Source: an optimization exercise on an open RTL-to-GDS flow (aim: small area, a short achievable clock period and few clock cycles). Production flows keep margins and buffers that such runs may drop.
The RTL was checked by simulation tests, not by an equivalence proof against the original design.
No activity file was given, so power comes from the tool's default toggle rates.

==> run C <==
// cm11a_ctrl
module cm11a_ctrl (
  input  wire         clk,
  input  wire         rst,
  input  wire         open_ok,
  input  wire         in_valid,
  output wire         in_ready,
  input  wire [1:0]   in_kind,
  input  wire [7:0]   in_op,
  input  wire [7:0]   in_n,
  input  wire [127:0] in_data,
  output reg          tx_valid,
  input  wire         tx_ready,
  output reg  [7:0]   tx_data,
  output reg          hr_valid,
  input  wire         hr_ready,
  output reg  [1:0]   hr_kind,
  output reg  [7:0]   hr_val,
  output reg          ev_valid,
  input  wire         ev_ready,
  output reg  [3:0]   ev_type,
  output reg  [7:0]   ev_a,
  output reg  [7:0]   ev_b,
  output reg  [7:0]   ev_c,
  output reg  [7:0]   ev_d
);
Settings: LEC_CHECK=0, CAP_MARGIN=20, CORE_MARGIN=2, CORE_UTILIZATION=40, PLACE_DENSITY=0.6, SETUP_SLACK_MARGIN=4.5, SLEW_MARGIN=20, TNS_END_PERCENT=100; clock period 8.0 ns.
run.sh (not shown) runs the stock make flow with config.mk's settings and CLKGATE_MAP_FILE= SYNTH_SCRIPT=/design/flow/synth_recipe.tcl, a recipe that flattens the netlist after the stock synthesis.
==> inputs of run H, as changes to run C <==
--- a/flow/design.v
+++ b/flow/design.v
@@ -85,15 +85,15 @@
   reg [1:0]   lstate;
   reg [1:0]   retry;
   reg         hold;
   reg [7:0]   opseq;
   reg [7:0]   last_addr;
   reg         last_addr_ok;
   reg [3:0]   nops;              
-  reg [3:0]   qcnt;              
+  reg [3:0]   qfree;             
   reg [1:0]   qk   [0:7];
   reg [7:0]   qid  [0:7];
   reg [2:0]   qlm  [0:7];        
   reg [8*PAYB-1:0] qpay;
   reg         hdoom;             
   reg  [2:0]  hsub;              
   reg [1:0]   exp_kind;
@@ -107,14 +107,15 @@
   reg [3:0]   poll_len;
   reg [7:0]   poll_mask;
   reg [7:0]   poll_rep [0:7];
   reg         cp_valid;
   reg [1:0]   cp_kind;
   reg [7:0]   cp_id;
   reg [3:0]   et;                
+  reg         et_busy;           
   reg         et_fo;             
   reg [2:0]   pidx;
   reg         tx_act;            
   reg [2:0]   ti;                
   reg [2:0]   tlast;             
   reg [7:0]   ck_acc;            
   reg [7:0]   fl_c, fl_r;        
@@ -129,27 +130,29 @@
   reg         c_valid;
   reg  [1:0]  c_kind;
   reg         c_illegal;     
   reg         c_form;        
   reg         c_range;       
   reg         c_cmd, c_query, c_addrop, c_push;
   reg  [3:0]  c_k;           
+  reg  [8:0]  c_kgt;         
+  reg         c_sok;         
   reg  [3:0]  c_inc;         
   reg  [1:0]  c_wkind;       
   reg  [2:0]  c_wlm;         
   reg  [63:0] c_data;        
   reg         c_r55, c_r5a, c_ra5, c_rother;
   reg         c_lenbad;      
   reg         c_host;        
+  reg         c_kh;          
+  reg         rdy0;          
   integer i;
   wire busy_tx = tx_act;
-  wire busy_ev = (et != T_IDLE);
-  wire rooms   = !txs_valid && !hrs_valid && !evs_valid;
-  wire accept  = c_valid && !boot_pend && rooms &&
-                 (!busy_tx || c_kind == K_HOST) && (!busy_ev || c_host);
+  wire busy_ev = et_busy;
+  wire accept  = c_valid && rdy0 && (!busy_tx || c_kh) && (!busy_ev || c_host);
   assign in_ready = !c_valid || accept;
   reg [7:0]  k_need;
   reg        n_bad;
   reg        labels_bad;
   reg [63:0] codes;
   always @(*) begin
     case (in_op)
@@ -174,26 +177,35 @@
     end
   end
   always @(posedge clk) begin
     if (rst) c_valid <= 1'b0;
     else if (in_ready) c_valid <= in_valid;
   end
   always @(posedge clk) begin
+    if (rst) rdy0 <= 1'b0;
+    else     rdy0 <= !(tx_valid && !tx_ready) && !(hr_valid && !hr_ready) &&
+                     !(ev_valid && !ev_ready);
+  end
+  always @(posedge clk) begin
     if (in_ready) begin
       c_kind    <= in_kind;
       c_illegal <= (in_op == 8'd0 || in_op > OP_QUERY);
       c_form    <= n_bad || k_need > 8'd8;
       c_range   <= (in_op == OP_LABEL && labels_bad) ||
                    (in_op == OP_COMMAND && in_data[7:0] > 8'd15);
       c_cmd     <= (in_op == OP_COMMAND);
       c_query   <= (in_op == OP_QUERY);
       c_addrop  <= (in_op == OP_ADDRESS || in_op == OP_LABEL);
       c_push    <= (in_op == OP_TRANSMIT) ? (in_n != 8'd0)
                                           : (in_op >= OP_ADDRESS && in_op <= OP_RING_OFF);
       c_k       <= k_need[3:0];
+      for (i = 0; i < 9; i = i + 1) c_kgt[i] <= (k_need > i);
+      c_sok     <= !(in_op == 8'd0 || in_op > OP_QUERY) && !(n_bad || k_need > 8'd8) &&
+                   !((in_op == OP_LABEL && labels_bad) ||
+                     (in_op == OP_COMMAND && in_data[7:0] > 8'd15));
       c_inc     <= (in_op == OP_ADDRESS || in_op == OP_LABEL) ? k_need[3:0] : 4'd1;
       case (in_op)
         OP_ADDRESS, OP_LABEL: c_wkind <= Q_ADDR;
         OP_RING_ON:           c_wkind <= Q_RON;
         OP_RING_OFF:          c_wkind <= Q_ROFF;
         default:              c_wkind <= Q_PLAIN;
       endcase
@@ -215,14 +227,15 @@
       c_r55     <= (in_data[7:0] == 8'h55);
       c_r5a     <= (in_data[7:0] == 8'h5A);
       c_ra5     <= (in_data[7:0] == 8'hA5);
       c_rother  <= (in_data[7:0] != 8'h55) && (in_data[7:0] != 8'h5A) &&
                    (in_data[7:0] != 8'hA5);
       c_lenbad  <= (in_data[7:0] < 8'd2) || (in_data[7:0] > 8'd9);
       c_host    <= (in_kind == K_HOST && in_op != OP_QUERY);
+      c_kh      <= (in_kind == K_HOST);
     end
   end
   wire [7:0] rxb = c_data[7:0];
   wire F       = (fault != 8'd0);
   wire itm     = !boot_pend;                
   wire k_host  = (c_kind == K_HOST) && itm;
   wire rx_ok   = (c_kind == K_RX) && !F && itm;
@@ -251,18 +264,19 @@
   wire p_rep   = xp && (exp_cnt[3:1] != 3'd0);
   wire p_res   = p_rep && (exp_cnt == poll_len);
   wire f_io    = (c_kind == K_IOERR) && !F && itm;
   wire f_tmo   = (c_kind == K_TMO) && !F && itm && (!e_none || cp_valid);
   wire flt_b   = boot_pend && !boot_ok;
   wire flt     = boot_pend ? !boot_ok : (f_io || f_tmo || p_lbad);
   wire [7:0] f_cause = f_tmo ? F_TIMEOUT : p_lbad ? F_POLL_LEN : F_TRANSPORT;
-  wire qfull   = ({1'b0, qcnt} + {1'b0, c_k}) > 5'd8;
+  wire qfull   = c_kgt[qfree];
+  wire qnz     = !qfree[3];                   
+  wire q2      = (qfree <= 4'd6);             
   wire qok     = (lstate == L_READY) && e_none && s_none && !cp_valid;
-  wire h_pass  = !F && boot[1] && !c_illegal && !c_form && !c_range &&
-                 !(c_cmd && !last_addr_ok) && !qfull;
+  wire h_pass  = !F && boot[1] && c_sok && !(c_cmd && !last_addr_ok) && !qfull;
   wire h_acc   = k_host && h_pass && !(c_query && !qok);
   wire h_query = h_acc && c_query;
   wire h_try   = h_acc && !c_query;
   wire h_push  = h_acc && c_push;
   reg  [1:0] o_hr_kind;
   reg  [7:0] o_hr_val;
   always @(*) begin
@@ -292,33 +306,45 @@
   wire [7:0]  w_id    = w_host ? opseq : 8'd0;
   wire [2:0]  w_lm    = w_host ? c_wlm : 3'd0;
   wire [63:0] w_pay   = !w_host ? {56'd0, 8'hEB} :
                         c_cmd   ? {c_data[63:16], last_addr[7:4], c_data[11:0]} : c_data;
   wire [2:0]  k_last     = c_k[2:0] - 3'd1;
   wire [7:0]  final_addr = c_data[8*k_last +: 8];
   wire [7:0]  next_opseq = (opseq == 8'd255) ? 8'd1 : opseq + 8'd1;
+  wire [3:0]  qf_push = qfree - c_inc;
+  wire [3:0]  qf_dec  = qfree - 4'd1;
+  wire [3:0]  qf_inc  = qfree + 4'd1;
   wire n_ready   = r55 || xs_b || c_bad || (lstate == L_READY);
-  wire n_qnz     = q_push ? 1'b1 : pop ? (qcnt[3:1] != 3'd0) : (qcnt != 4'd0);
-  wire n_enone   = (xs_end || xc) ? 1'b1 :
-                   p_res ? s_none :
-                   (r5a || h_query) ? 1'b0 : e_none;
-  wire n_snone   = (r5a && exp_kind != X_POLL) ? e_none :
-                   p_res ? 1'b1 : s_none;
-  wire n_cpv     = r55 ? 1'b0 : c_ok ? 1'b1 : cp_valid;
-  wire do_try    = h_try || r55 || xs_b || c_retry;
-  wire do_rel    = xs_q || c_ok || c_fail || p_res;
-  wire rel_fire  = do_rel && hold && n_enone && n_snone;
-  wire cand      = (do_try || rel_fire) && n_ready && n_qnz;
-  wire start     = cand && n_enone && n_snone && !n_cpv;
-  wire n_hold    = start ? 1'b0 : cand ? 1'b1 : rel_fire ? 1'b0 : hold;
-  wire        sh_empty = q_push && (nops == 4'd0);
-  wire [1:0]  s_kind   = q_shift ? qk[1] : sh_empty ? w_kind : qk[0];
-  wire [7:0]  s_b0     = q_shift ? qpay[8*8 +: 8] : sh_empty ? w_pay[7:0] : qpay[7:0];
-  wire [2:0]  s_lm     = q_shift ? qlm[1] : sh_empty ? w_lm : qlm[0];
-  wire [2:0]  s_sub    = (q_shift || sh_empty) ? 3'd0 : q_sub ? hsub + 3'd1 : hsub;
+  wire l_rdy     = (lstate == L_READY);
+  wire idle3     = e_none && s_none && !cp_valid;
+  wire hs        = hold && s_none;
+  wire rel       = (xs_q || c_ok || c_fail || p_res) && hs;
+  wire cand      = (h_try && l_rdy && (qnz || c_push)) ||
+                   (r55 && qnz) ||
+                   xs_b ||
+                   (xs_q && hs && l_rdy && qnz) ||
+                   (c_ok && hs && l_rdy && q2) ||
+                   (c_retry && qnz) ||
+                   (c_fail && hs && q2) ||
+                   (p_res && hs && l_rdy && qnz);
+  wire start     = (h_try && l_rdy && (qnz || c_push) && idle3) ||
+                   (r55 && qnz && e_none && s_none) ||
+                   (xs_b && s_none && !cp_valid) ||
+                   (xs_q && hs && l_rdy && qnz && !cp_valid) ||
+                   (c_retry && qnz && s_none && !cp_valid) ||
+                   (c_fail && hs && q2 && !cp_valid) ||
+                   (p_res && hs && l_rdy && qnz && !cp_valid);
+  wire n_hold    = start ? 1'b0 : cand ? 1'b1 : rel ? 1'b0 : hold;
+  wire        s_fail   = xc && (retry == 2'd3);
+  wire        s_next   = s_fail && !pop_sub;        
+  wire        s_new    = !s_fail && (nops == 4'd0);
+  wire [1:0]  s_kind   = s_next ? qk[1] : s_new ? w_kind : qk[0];
+  wire [7:0]  s_b0     = s_next ? qpay[8*8 +: 8] : s_new ? w_pay[7:0] : qpay[7:0];
+  wire [2:0]  s_lm     = s_next ? qlm[1] : s_new ? w_lm : qlm[0];
+  wire [2:0]  s_sub    = (s_next || s_new) ? 3'd0 : s_fail ? hsub + 3'd1 : hsub;
   wire        s_addr   = (s_kind == Q_ADDR);
   wire [7:0]  s_first  = s_addr ? 8'h04 : s_b0;
   reg        o_tx;
   reg [7:0]  o_tx_data;
   always @(*) begin
     o_tx = 1'b1;
     if (start)                               o_tx_data = s_first;
@@ -503,28 +529,30 @@
       boot         <= B_STATUS;
       lstate       <= L_UNREADY;
       retry        <= 2'd0;
       hold         <= 1'b0;
       opseq        <= 8'd1;
       last_addr_ok <= 1'b0;
       nops         <= 4'd0;
-      qcnt         <= 4'd0;
+      qfree        <= 4'd8;
       exp_kind     <= open_ok ? X_STATUS : X_NONE;
       exp_cnt      <= 4'd0;
       exp_owner    <= 8'd0;
       sav_kind     <= X_NONE;
       cp_valid     <= 1'b0;
       et           <= T_IDLE;
+      et_busy      <= 1'b0;
       et_fo        <= 1'b0;
       tx_act       <= 1'b0;
     end else begin
       if (tx_go && ti == tlast) tx_act <= 1'b0;
       if (et_go) begin
-        et    <= t_next;
-        et_fo <= t_next_fo;
+        et      <= t_next;
+        et_busy <= (t_next != T_IDLE);
+        et_fo   <= t_next_fo;
       end
       if (core_go) begin
         boot_pend <= 1'b0;
         if (flt) fault <= boot_pend ? F_TRANSPORT : f_cause;
         if (flt && fb)                                              boot <= B_FAILED;
         else if (c_fail && qid[0] == 8'd0)                          boot <= B_FAILED;
         else if (xs_b)                                              boot <= B_RING;
@@ -533,15 +561,17 @@
         if (c_ok || c_fail) retry <= 2'd0;
         else if (c_retry)   retry <= retry + 2'd1;
         hold <= n_hold;
         if (h_acc) opseq <= next_opseq;
         if (h_acc && c_addrop) last_addr_ok <= 1'b1;
         if (q_push)  nops <= nops + 4'd1;
         if (q_shift) nops <= nops - 4'd1;
-        qcnt <= qcnt + (h_push ? c_inc : {3'd0, xs_b}) - {3'd0, pop};
+        if (h_push)    qfree <= qf_push;
+        else if (xs_b) qfree <= qf_dec;
+        else if (pop)  qfree <= qf_inc;
         exp_kind <= start ? X_CKSUM :
                     (r5a ? X_POLL : h_query ? X_STATUS : (xs_end || xc) ? X_NONE :
                      p_res ? sav_kind : exp_kind);
         if (start || r5a || h_query) exp_cnt <= 4'd0;
         else if (p_res)              exp_cnt <= sav_cnt;
         else if (xs || p_rep)        exp_cnt <= exp_cnt + 4'd1;
         else if (p_len)              exp_cnt <= 4'd1;
@@ -549,39 +579,38 @@
         if (h_query)                 exp_owner <= opseq;
         else if (p_res)              exp_owner <= sav_owner;
         if (r5a && exp_kind != X_POLL) sav_kind <= exp_kind;
         else if (p_res)                sav_kind <= X_NONE;
         if (r55)       cp_valid <= 1'b0;
         else if (c_ok) cp_valid <= 1'b1;
         if (n_et != T_IDLE) begin
-          et    <= n_et;
-          et_fo <= n_et_fo;
+          et      <= n_et;
+          et_busy <= 1'b1;
+          et_fo   <= n_et_fo;
         end
         if (start) tx_act <= s_addr || (s_lm != 3'd0);
       end
     end
   end
   always @(posedge clk) begin
     if (tx_go) begin
       ck_acc <= ck_acc + tail_byte;
       ti     <= ti + 3'd1;
     end
     if (et_go) pidx <= pidx + 3'd1;
     if (core_go) begin
       if (h_acc && c_addrop) last_addr <= final_addr;
-      if (xs && exp_cnt == 4'd7) exp_b7 <= rxb;
-      else if (p_res)            exp_b7 <= sav_b7;
+      if (p_res) exp_b7 <= sav_b7;
       if (r5a && exp_kind != X_POLL) begin
         sav_cnt   <= exp_cnt;
         sav_owner <= exp_owner;
         sav_b7    <= exp_b7;
       end
       if (p_len)  poll_len <= rxb[3:0];
       if (p_mask) poll_mask <= rxb;
-      if (p_rep)  poll_rep[exp_cnt[2:0] - 3'd2] <= rxb;
       if (c_ok) begin
         cp_id <= qid[0];
         case (qk[0])
           Q_ADDR:  cp_kind <= (h_last && !hdoom) ? C_OK : C_NONE;
           Q_RON:   cp_kind <= C_RON;
           Q_ROFF:  cp_kind <= C_ROFF;
           default: cp_kind <= C_OK;
@@ -597,14 +626,16 @@
         ck_acc <= s_first;
         ti     <= s_addr ? s_sub : 3'd1;
         tlast  <= s_addr ? s_sub : s_lm;
       end
       if (q_sub) hsub <= hsub + 3'd1;
       if (c_fail && pop_sub) hdoom <= 1'b1;
     end
+    if (exp_kind == X_STATUS && exp_cnt == 4'd7) exp_b7 <= rxb;
+    if (exp_kind == X_POLL && exp_cnt[3:1] != 3'd0) poll_rep[exp_cnt[2:0] - 3'd2] <= rxb;
     if (nops == 4'd0 || (core_go && q_shift)) begin
       hsub  <= 3'd0;
       hdoom <= 1'b0;
     end
   end
   wire q_shift_go = accept && q_shift;
   genvar p, b;
==> flow/flow/run.sh (new file) <==
#!/bin/bash
# The standard layout, with the port buffers made from buf_2 cells instead of
# the cell buffer_ports picks by default (a slow clkdlybuf4s50_1). Every input
# and output port still gets its own buffer.
set -e
export BUFFER_PORTS_ARGS="-buffer_cell sky130_fd_sc_hd__buf_2"
bash standard.sh finish > standard_flow.log 2>&1
==> flow/standard.sh (new file) <==
#!/bin/bash
# synth_recipe.tcl (not shown) runs the flow's synth.tcl, then flattens the netlist and writes it again
# the make line also repeats each setting of config.mk as NAME=value (left out here)
make -C /OpenROAD-flow-scripts/flow DESIGN_CONFIG=/design/flow/config.mk WORK_HOME=/design/flow/orfs CLKGATE_MAP_FILE= SYNTH_SCRIPT=/design/flow/synth_recipe.tcl "${@:-finish}"
--- a/flow/config.mk
+++ b/flow/config.mk
@@ -4,11 +4,13 @@
 export VERILOG_FILES = /design/flow/design.v
 export SDC_FILE = /design/flow/constraint.sdc
 export NUM_CORES = 4
 export LEC_CHECK = 0
 export CAP_MARGIN = 20
 export CORE_MARGIN = 2
 export CORE_UTILIZATION = 40
+export CTS_CLUSTER_DIAMETER = 80
+export CTS_CLUSTER_SIZE = 20
 export PLACE_DENSITY = 0.6
 export SETUP_SLACK_MARGIN = 4.5
 export SLEW_MARGIN = 20
 export TNS_END_PERCENT = 100
removed: flow/run.sh
==> summary of the runs <==
- In run H the clock power is smaller than in run C, by about 32%.
- In run H the clock skew is higher than in run C, by 7.0 ps.
- Run H ran to the end with no violations. Run C ran to the end with no violations.
- Against run C, the sequential power of run H is larger by about 0.8%.
- Between run C and run H, the lower die area is in run C (gap 0.98%, measured against run H).
- Against run H, the via count of run C is larger by about 2.6%.
==> figures <==
                                                                         run C                    run H
Status                                                          finished clean           finished clean
Max FO, Critical Path                                                        4                        7
Worst setup path start                                        c_k[0]$_DFFE_PP_                 in_op[3]
Fraction of area in multi-input gates                                    29.8%                    30.9%
Area of combinational cells with multiple inputs                    0.0135 mm2               0.0130 mm2
Relative contribution of sequential cells to total power                 50.5%                    59.7%
Data required time of the worst path                                   8570 ps                  8380 ps
Critical register-to-register path endpoint               qcnt[3]$_SDFFE_PP0N_  exp_cnt[0]$_SDFFE_PP0P_
Netlist Area Pre-Place                                              0.0372 mm2               0.0376 mm2
Global routing usage on met1                                             28.5%                    29.3%
Placer's final routability congestion estimate                           0.919                    0.918
Testbench counts of run C, summed over its fixed seeds: cycles 5,576.
Testbench counts of run H, summed over its fixed seeds: cycles 5,576.

port drivers added, routing unchanged:
No port has a modelled driver above. Below, the same layouts with a new extraction and two added sets of constraints. Step 1 assumes that a clkbuf_16 drives the clock port and a buf_2 every other input. Step 2 times the ports against the registers' clock, not the clock port: input delays grow and output delays shrink by t, the midpoint of the rising clock arrivals with the driver on. Three values: no drivers, after step 1, after step 2; two values: the first two.
run | t (ns) | setup WS [ns] | latest minus earliest clock arrival (ns)
run C | 0.690 | 4.090 / 4.090 / 3.930 | 0.031 / 0.032
run H | 0.689 | 4.537 / 4.515 / 3.897 | 0.038 / 0.038
After both steps setup and hold are still met in every run listed. For run H, which loses most, drivers alone change the setup slack by -0.022 ns; drivers and shift together by -0.640 ns.
